This design comes from an exercise in tuning for small area, a short achievable clock period and few clock cycles on the open sky130 flow, not from production work. Only simulation tests tie the RTL to the original design; equivalence was not proved. Power figures rest on the tool's default switching activity, not on a simulated workload.

## design/flow/design.v

```verilog
module pgc_units (
    input  wire        clk,
    input  wire        rst,           
    input  wire        cmd_valid,
    output wire        cmd_ready,
    input  wire [3:0]  cmd_op,
    input  wire [31:0] cmd_opa,
    output reg         rsp_valid,
    output reg         rsp_refused,
    output reg  [31:0] rsp_res
);
    localparam [3:0] OP_NOP       = 4'h0;
    localparam [3:0] OP_CRC_NEW   = 4'h1;
    localparam [3:0] OP_CRC_UPD   = 4'h2;
    localparam [3:0] OP_CRC_SUM16 = 4'h3;
    localparam [3:0] OP_CIPH_NEW  = 4'h4;
    localparam [3:0] OP_CIPH_ENC  = 4'h5;
    localparam [15:0] CRC_INIT     = 16'hC387;
    localparam [15:0] CRC_FEEDBACK = 16'hC37B;
    localparam [31:0] LCG_A        = 32'h6F646573;
    localparam [31:0] LCG_C        = 32'h00000001;
    localparam [31:0] KEY          = 32'h43202F2F;
    localparam [31:0] POS_INIT     = 32'hFDFFFF40;
    reg [15:0] crc;
    reg [31:0] lcg;
    reg [31:0] pos;
    function [15:0] crc_update;
        input [15:0] c_in;
        input [7:0]  b;
        reg   [15:0] c;
        integer      i;
        begin
            c = c_in ^ {8'h00, b};
            for (i = 0; i < 8; i = i + 1)
                c = c[0] ? ((c >> 1) ^ CRC_FEEDBACK) : (c >> 1);
            crc_update = c;
        end
    endfunction
    wire        accept   = cmd_valid && cmd_ready;
    wire [31:0] lcg_next = LCG_A * lcg + LCG_C;
    assign cmd_ready = 1'b1;
    always @(posedge clk) begin
        if (rst) begin
            rsp_valid   <= 1'b0;
            rsp_refused <= 1'b0;
            rsp_res     <= 32'h0;
        end else begin
            rsp_valid <= accept;
            if (accept) begin
                rsp_refused <= 1'b0;
                case (cmd_op)
                    OP_NOP: ;
                    OP_CRC_NEW:   crc <= CRC_INIT;
                    OP_CRC_UPD:   crc <= crc_update(crc, cmd_opa[7:0]);
                    OP_CRC_SUM16: rsp_res <= {16'h0000, crc};
                    OP_CIPH_NEW: begin
                        lcg <= cmd_opa;
                        pos <= POS_INIT;
                    end
                    OP_CIPH_ENC: begin
                        lcg     <= lcg_next;
                        rsp_res <= cmd_opa ^ lcg_next ^ pos ^ KEY;
                        pos     <= pos - 32'd4;
                    end
                    default: rsp_refused <= 1'b1;
                endcase
            end
        end
    end
endmodule
```

## design/flow/run.sh

```bash
#!/bin/bash
# synth_recipe.tcl (not shown) runs the flow's synth.tcl, then flattens the netlist and writes it again
# the make line also repeats each setting of config.mk as NAME=value (left out here)
make -C /OpenROAD-flow-scripts/flow DESIGN_CONFIG=/design/flow/config.mk WORK_HOME=/design/flow/orfs CLKGATE_MAP_FILE= SYNTH_SCRIPT=/design/flow/synth_recipe.tcl finish
```

## design/flow/config.mk

```make
export PLATFORM = sky130hd
export DESIGN_NAME = pgc_units
export DESIGN_NICKNAME = pgc_units
export VERILOG_FILES = /design/flow/design.v
export SDC_FILE = /design/flow/constraint.sdc
export NUM_CORES = 4
export LEC_CHECK = 0
export CAP_MARGIN = 20
export CORE_MARGIN = 2
export CORE_UTILIZATION = 40
export SLEW_MARGIN = 20
```

## design/flow/constraint.sdc

```tcl
create_clock -name core_clock -period 8.0 [get_ports {clk}]
set_input_delay 1.6000 -clock core_clock [delete_from_list [all_inputs] [get_ports {clk}]]
set_output_delay 1.6000 -clock core_clock [all_outputs]
set_load 0.01 [all_outputs]
```

==> impl_results.md <==
* Worst setup margin at 746 ps
* Avg Cell Area, Syn at 9.91 um^2
* Top post-synthesis cells by area: fa_1 (26%), ha_1 (17%), edfxtp_1 (16%)
* Multiplexer area fraction after synthesis at 0.000688
* Final nets at 1966
* Post-synth ARST share at 0
* Drt drc at 0
* RSZ-0062 raised after global routing: false
* GRT Overall Usage at 0.199
* Setup TNS at 0 ps
* Vias in the first global route at 10400
* Core area at 0.0357 mm^2
* Fmax at 138 MHz
* Cell Pwr Density at 245 mW/mm^2
* Total CTS buffers at 9
* Rows at 69
* Initial antenna violation count at 0
* Post-synth top area share at 0.261
* Vias per std cell at 4.87
* Postcts setup bufs at 0
* Die area at 0.0379 mm^2
* Main synth FF type: edfxtp_1
* Post-Synth Adder-Cell Area at 0.434
* Tightest Hold Check Type: reg -> reg
* Arr. time, crit path at 7520 ps
* Leak pwr at 7.43 nW
* Compound-Gate Fraction of Synth Area at 0.0685
* Antenna viol nets, final at 0
* Num Clock Sinks at 112
* Hold_buf cts at 0
* 1st-iter DRT viols at 531
* Critical path startpoint category: register
* RR Startpoint: lcg[14]
* Yosys cell types at 59
* Post-Route WL at 35600 um
* Worst EP required at 8270 ps
* Root Driver: clkbuf_16
* Via count at 9751
* Die Span Y at 195 um
* Rel. slew slack at 0.326
* Post-synth EDFFs at 78
* Post-Syn Instances at 1469
* RePlAce Congestion at 0.929
* Clk Latency, worst-skew pair at 370 ps
* Slew Limit Fails at 0
* TritonCTS clock tree: done
* # IOs at 74
* Routed len/inst at 17.8 um
* Largest family of logic cells by synthesized area: adder cells
* Post-Place Setup Slack at 797 ps
* Critical path class: reg -> reg
* Clock Pin Slew Worst Setup and Hold Paths at 90 ps
* Critical path startpoint: lcg[14]
* Area leader, netlist: fa_1
* GR Overflow Total at 0
* Worst hold slack at 463 ps
* Syn. warnings at 1
* Initial core utilization at 0.407
* Post-DP HPWL at 30500 um
* CP Capture Type: register
* Hold Startpoint: rsp_res[0]
* Antenna cells at 0
* Yosys reg bits at 112
* Cell area after synthesis at 0.0146 mm^2
* H-tree level count at 3
* Post-CTS sizing at 0
* Worst VDD drop at 0.254 mV
* Measured slew at the worst slew-check pin at 1010 ps
* Detailed Routing Iterations Pass 1 at 4
* Final setup viols at 0
* Max cap viols at 0
* Share of layout cells above drive strength 1 at 0.0337
* Sequential area share after synthesis at 0.208
* Post-Synth Simple-Gate Area at 0.0765
* Critical Path Fanout Max at 5
* Fin. Hold Viols at 0
* Count of input and output buffers at 72
* Clk_skew at 9.09 ps
* Xor/xnor cell area share of the yosys netlist at 0.111
* Area grow syn2layout at 10.9%
* Clock Path Buffers at 2
* Period utilization at 0.907
* Pin count of the biggest net entering global routing at 76
* Status: finished clean
* Minimum clock period at 7250 ps
* Die X at 195 um
* First-pass GRT wire length at 57800 um
* Syn Nets at 1899
## synth_stat cells (all sizes together), types with 8 or more instances
library cell  count
buf               8
nand2            95
edfxtp           78
fa              190
ha              201
or3              10
dfxtp            34
nand2b            9
inv             362
a211oi           15
a21o             10
a21oi            48
xnor2           127
a22o             11
o21ai            55
xor2             52
clkbuf           20
nor3             15
nor2             58
nand3            13
## worst max-delay path: stages, from the launching register on
cell,delay (ps)
edfxtp_1,590
inv_1,190
fa_1,540
inv_1,40
ha_1,300
fa_1,540
fa_1,440
fa_1,510
inv_1,60
fa_1,530
inv_1,50
fa_1,480
inv_1,60
fa_1,510
inv_1,40
ha_1,350
nand2_1,120
nor3_1,360
nand4_1,170
a21oi_2,220
o211ai_2,140
o21ai_2,230
a31oi_4,120
xnor3_1,350
a22o_1,210
## layout by cell type (no fill, tap or decap), drive strengths merged, types with 2 or more instances in the layout
cell / Yosys / layout
xor2: 52 / 52
ha: 201 / 201
o21a: 4 / 4
nor2: 58 / 58
nand2: 95 / 95
or4: 4 / 4
fa: 190 / 190
buf: 8 / 12
or3: 10 / 10
edfxtp: 78 / 78
nand3b: 2 / 2
nor3: 15 / 15
nor2b: 6 / 6
dfxtp: 34 / 34
nand4: 4 / 4
clkdlybuf4s50: 0 / 72
and3: 5 / 5
o21ai: 55 / 55
a211oi: 15 / 15
nor4: 7 / 7
o211ai: 5 / 5
xnor2: 127 / 127
a31oi: 2 / 2
nor3b: 3 / 3
a21oi: 48 / 48
a22o: 11 / 11
nand2b: 9 / 9
xnor3: 2 / 2
a21o: 10 / 10
o31ai: 3 / 3
inv: 362 / 367
clkbuf: 20 / 9
nand3: 13 / 13
or2: 2 / 2
## final cells by class
cell class                      instances  area (um^2)
Timing Repair Buffer                   84          811
Inverter                              362         1360
Clock inverter                          7         70.1
Multi-Input combinational cell        967        10100
Fill cell                            3512        19600
Sequential cell                       112         3020
Clock buffer                            9          225
Tap cell                              461          577
## stage by stage
| step | util | instances | power, mW | area [um^2] |
|---|---|---|---|---|
| floorplan | - | 1469 | 2.83 | 14600 |
| global placement | 0.443 | 1986 | 3.45 | 15800 |
| detailed placement | 0.443 | 1986 | 3.46 | 15800 |
| CTS | 0.451 | 2002 | 3.97 | 16100 |
| global route | 0.451 | 2002 | 4.33 | 16100 |
| finish | 0.451 | 2002 | 3.96 | 16100 |
## state kept, by name (all words and copies together), names as in the netlist
signal,flops
lcg,32
rsp_res,32
pos,30
crc,16
rsp_refused,1
rsp_valid,1
## metal layers
| metal | global-route usage | vias to the layer above | wire length [um] |
|---|---|---|---|
| met4 | 0.0591 | 0 | 926 |
| met3 | 0.0219 | 47 | 1200 |
| met2 | 0.330 | 193 | 16800 |
| li1 | - | 4754 | - |
| met1 | 0.274 | 4757 | 16700 |
| met5 | 0 | - | 0 |
## cell families (layout without fill, tap and decap cells)
kind of cell               after synthesis  after routing
buffers and inverters                  390            462
and+or+nand+nor                        234            234
AOI/OAI and AO/OA                      159            159
adders and majority gates              391            391
DFF                                    112            112
other                                    1              1
xor gates and xnor gates               181            181
muxes                                    1              1
## where the power goes
group          total [mW]  switching (mW)  internal, mW
sequential          0.651          0.0137         0.638
combinational        2.84            1.57          1.27
clock               0.469           0.247         0.222
total                3.96            1.83          2.13
## final timing paths
path,end,slack (ps),cells past startpoint
max reg2reg,rsp_res[31],750,24
min reg2reg,rsp_res[0],460,2
max,rsp_res[31],750,24
min,rsp_res[0],460,2
Testbench counts, summed over its fixed seeds: cycles 21,117.

separate check: timing with driven ports:
Ports are ideal in the flow. The routed layout listed here was re-timed in OpenROAD. Step 1 assumes that a clkbuf_16 drives the clock port and a buf_2 every other input. Step 2 moves the port delays by t, midway between the first and last clock arrival at a register: inputs arrive t later, outputs are due t later. That takes back most of the time a late clock gives input paths. Three values: no drivers, after step 1, after step 2; two values: the first two.
shift t [ns]: 0.414
setup slack, ns: 0.746 / 0.746 / 0.746
hold slack, ns: 0.463 / 0.463 / 0.463
worst register clock-pin slew, ns: 0.09 / 0.09
worst slew at a driven data input, ns: 0.05
After both steps this run still meets setup and hold. For this run, drivers alone change the setup slack by 0.000 ns; drivers and shift together by 0.000 ns.
